Context: an optimization exercise on an open-source flow, tuned for small area, a short achievable clock period and few clock cycles per item. The choices shown serve that exercise and are no tape-out recipe. In this exercise RTL edits were held to simulation tests only and were not proved equivalent to the original. Power is estimated from default activity; no workload was simulated.

==> flow/design.v <==
module lz77_enc (
    input  wire        clk,
    input  wire        rst,             
    input  wire [6:0]  cfg_window,      
    input  wire [5:0]  cfg_lookahead,   
    input  wire        in_valid,
    output wire        in_ready,
    input  wire [7:0]  in_data,
    input  wire        in_last,         
    output wire        out_valid,
    input  wire        out_ready,
    output wire [15:0] out_offset,
    output wire [15:0] out_length,
    output wire [7:0]  out_literal,
    output wire        out_last         
);
    localparam N    = 64;               
    localparam RING = 8;                
    localparam RW   = 3;                
    reg        a_valid;
    reg  [7:0] a_data;
    reg        a_last;
    reg        s_valid;                 
    reg  [7:0] s_data;                  
    reg        s_last;
    reg        msg_start;               
    reg  [6:0] win;                     
    reg  [5:0] look;                    
    reg        rdy;                     
    assign in_ready = rdy;
    wire   in_fire  = in_valid && !s_valid;
    reg  [7:0]    hist [1:N];           
    reg  [RW-1:0] rot;                  
    reg  [N:1]    m;                    
    reg  [5:0]    t;                    
    reg           t0;                   
    reg  [6:0]    lim;                  
    reg        e0_v, e0_e;
    reg  [6:0] e0_off;
    reg  [5:0] e0_len;
    reg  [7:0] e0_lit;
    reg        e0_last;
    wire room    = e0_e || out_ready;
    wire aligned = (rot == {RW{1'b0}}) || (lim == 7'd0);
    wire go      = a_valid && room && aligned;
    wire a_free  = !a_valid || go;      
    wire [N:1] eq;
    wire [N:1] init;
    reg  [7:0] lq_gt, lq_eq, lr_gt;
    always @(*) begin
        case (lim[5:3])
            3'd0: lq_gt = 8'b00000000;
            3'd1: lq_gt = 8'b00000001;
            3'd2: lq_gt = 8'b00000011;
            3'd3: lq_gt = 8'b00000111;
            3'd4: lq_gt = 8'b00001111;
            3'd5: lq_gt = 8'b00011111;
            3'd6: lq_gt = 8'b00111111;
            default: lq_gt = 8'b01111111;
        endcase
        case (lim[2:0])
            3'd0: lr_gt = 8'b00000000;
            3'd1: lr_gt = 8'b00000001;
            3'd2: lr_gt = 8'b00000011;
            3'd3: lr_gt = 8'b00000111;
            3'd4: lr_gt = 8'b00001111;
            3'd5: lr_gt = 8'b00011111;
            3'd6: lr_gt = 8'b00111111;
            default: lr_gt = 8'b01111111;
        endcase
        lq_eq = 8'b00000001 << lim[5:3];
    end
    genvar d;
    generate
        for (d = 1; d <= N; d = d + 1) begin : g_cmp
            assign eq[d]   = (hist[d] == a_data);
            assign init[d] = lim[6] || lq_gt[(d-1)/8] || (lq_eq[(d-1)/8] && lr_gt[(d-1)%8]);
        end
    endgenerate
    wire [N:1] m_eff   = (m | {N{t0}}) & init;
    wire [N:1] e       = m_eff & eq;
    wire       any     = |e;
    wire       cap_hit = (t == look);
    wire       lit     = a_last || cap_hit || !any;
    wire [N:1] m_next  = m_eff & (eq | {N{!go}});
    reg  [6:0] pe;
    integer i;
    always @(*) begin
        pe = 7'd0;
        for (i = 1; i <= N; i = i + 1)
            if (m[i]) pe = i;
    end
    wire [6:0] p_off = t0 ? 7'd0 : pe;
    wire push = go && lit;
    assign out_valid   = e0_v;
    assign out_offset  = {9'd0, e0_off};
    assign out_length  = {10'd0, e0_len};
    assign out_literal = e0_lit;
    assign out_last    = e0_last;
    wire          s_valid_next = a_free ? 1'b0 : (s_valid || in_fire);
    wire [6:0]    lim_next     = go ? (a_last ? 7'd0 : (lim == win ? lim : lim + 7'd1)) : lim;
    wire [RW-1:0] rot_next     = go ? {RW{1'b0}} : rot + 1'b1;
    integer k;
    always @(posedge clk) begin
        if (a_free)
            a_data <= s_valid ? s_data : in_data;
        if (!a_free && !s_valid) begin
            s_data <= in_data;
            s_last <= in_last;
        end
        for (k = 2; k <= N; k = k + 1)
            if ((k - 1) % RING != 0)
                hist[k] <= hist[k-1];
            else
                hist[k] <= go ? hist[k-1] : hist[k+RING-1];
        hist[1] <= go ? a_data : hist[RING];
        m <= m_next;
        if (room) begin
            e0_off  <= p_off;
            e0_len  <= t;
            e0_lit  <= a_data;
            e0_last <= a_last;
        end
    end
    always @(posedge clk) begin
        if (rst) begin
            a_valid   <= 1'b0;
            a_last    <= 1'b0;
            s_valid   <= 1'b0;
            msg_start <= 1'b1;
            win       <= 7'd1;
            look      <= 6'd1;
            rdy       <= 1'b1;
            rot       <= {RW{1'b0}};
            t         <= 6'd0;
            t0        <= 1'b1;
            lim       <= 7'd0;
            e0_v      <= 1'b0;
            e0_e      <= 1'b1;
        end else begin
            if (a_free) begin
                a_valid <= s_valid || in_fire;
                a_last  <= s_valid ? s_last : in_last;
            end
            s_valid <= s_valid_next;
            if (in_fire) begin
                msg_start <= in_last;
                if (msg_start) begin
                    win  <= cfg_window;
                    look <= cfg_lookahead;
                end
            end
            if (go) begin
                t  <= lit ? 6'd0 : t + 6'd1;
                t0 <= lit;
            end
            lim  <= lim_next;
            rot  <= rot_next;
            if (room) begin
                e0_v <= push;
                e0_e <= !push;
            end
            rdy  <= !s_valid_next;
        end
    end
endmodule
clock: 10.0 ns
lec_check: 0
abc_clock_period_in_ps: 2500
cap_margin: 20
core_margin: 2
core_utilization: 45
cts_cluster_diameter: 80
cts_cluster_size: 25
slew_margin: 20
standard.sh (not shown) runs the stock make flow with config.mk's settings and CLKGATE_MAP_FILE= SYNTH_SCRIPT=/design/flow/synth_recipe.tcl, a recipe that flattens the netlist after the stock synthesis.
==> flow/flow/run.sh <==
#!/bin/bash
set -euo pipefail
bash standard.sh SETUP_SLACK_MARGIN=6.8 "BUFFER_PORTS_ARGS=-buffer_cell sky130_fd_sc_hd__buf_2" finish > make_finish.log 2>&1
Testbench counts at the start, summed over its fixed seeds: cycles 35,415, bytes 35,399.
Edit:
--- a/flow/design.v
+++ b/flow/design.v
@@ -46,32 +46,14 @@
     wire a_free  = !a_valid || go;      
     wire [N:1] eq;
     wire [N:1] init;
-    reg  [7:0] lq_gt, lq_eq, lr_gt;
-    always @(*) begin
-        case (lim[5:3])
-            3'd0: lq_gt = 8'b00000000;
-            3'd1: lq_gt = 8'b00000001;
-            3'd2: lq_gt = 8'b00000011;
-            3'd3: lq_gt = 8'b00000111;
-            3'd4: lq_gt = 8'b00001111;
-            3'd5: lq_gt = 8'b00011111;
-            3'd6: lq_gt = 8'b00111111;
-            default: lq_gt = 8'b01111111;
-        endcase
-        case (lim[2:0])
-            3'd0: lr_gt = 8'b00000000;
-            3'd1: lr_gt = 8'b00000001;
-            3'd2: lr_gt = 8'b00000011;
-            3'd3: lr_gt = 8'b00000111;
-            3'd4: lr_gt = 8'b00001111;
-            3'd5: lr_gt = 8'b00011111;
-            3'd6: lr_gt = 8'b00111111;
-            default: lr_gt = 8'b01111111;
-        endcase
-        lq_eq = 8'b00000001 << lim[5:3];
-    end
+    wire [7:0] lq_gt, lq_eq, lr_gt;
     genvar d;
     generate
+        for (d = 0; d < 8; d = d + 1) begin : g_lim
+            assign lq_gt[d] = (lim[5:3] > d);
+            assign lq_eq[d] = (lim[5:3] == d);
+            assign lr_gt[d] = (lim[2:0] > d);
+        end
         for (d = 1; d <= N; d = d + 1) begin : g_cmp
             assign eq[d]   = (hist[d] == a_data);
             assign init[d] = lim[6] || lq_gt[(d-1)/8] || (lq_eq[(d-1)/8] && lr_gt[(d-1)%8]);
Power shrinks by 3.7%; non-clock buffer count shrinks by 14; sequential share of layout area grows by 0.41 points; maximum frequency shrinks by 0.80%; routed wire length shrinks by 4.0%.
Testbench counts after the change, summed over its fixed seeds: cycles 35,415, bytes 35,399.

## what the ideal ports hide
The results above use ideal ports. As a check the final layouts listed here were re-extracted and re-timed, cells and wires unchanged. Step 1 assumes that a clkbuf_16 drives the clock port and a buf_2 every other input. Step 2 moves the port delays by t, midway between the first and last clock arrival at a register: inputs arrive t later, outputs are due t later. That takes back most of the time a late clock gives input paths. a / b / c = ideal / step 1 / step 2; a / b = the first two.
run	t (ns)	slack for setup (ns)	worst hold slack (ns)	worst setup path at the end	cell pins on the clock port's net
the first run	0.630	6.868 / 6.807 / 6.354	0.347 / 0.347 / 0.347	input to register	1
the second run	0.641	6.843 / 6.802 / 6.319	0.347 / 0.347 / 0.347	input to register	1
After both steps every run listed still meets setup and hold. The setup slack of the second run, which loses most, moves by -0.041 ns with the drivers and by -0.524 ns with both steps.
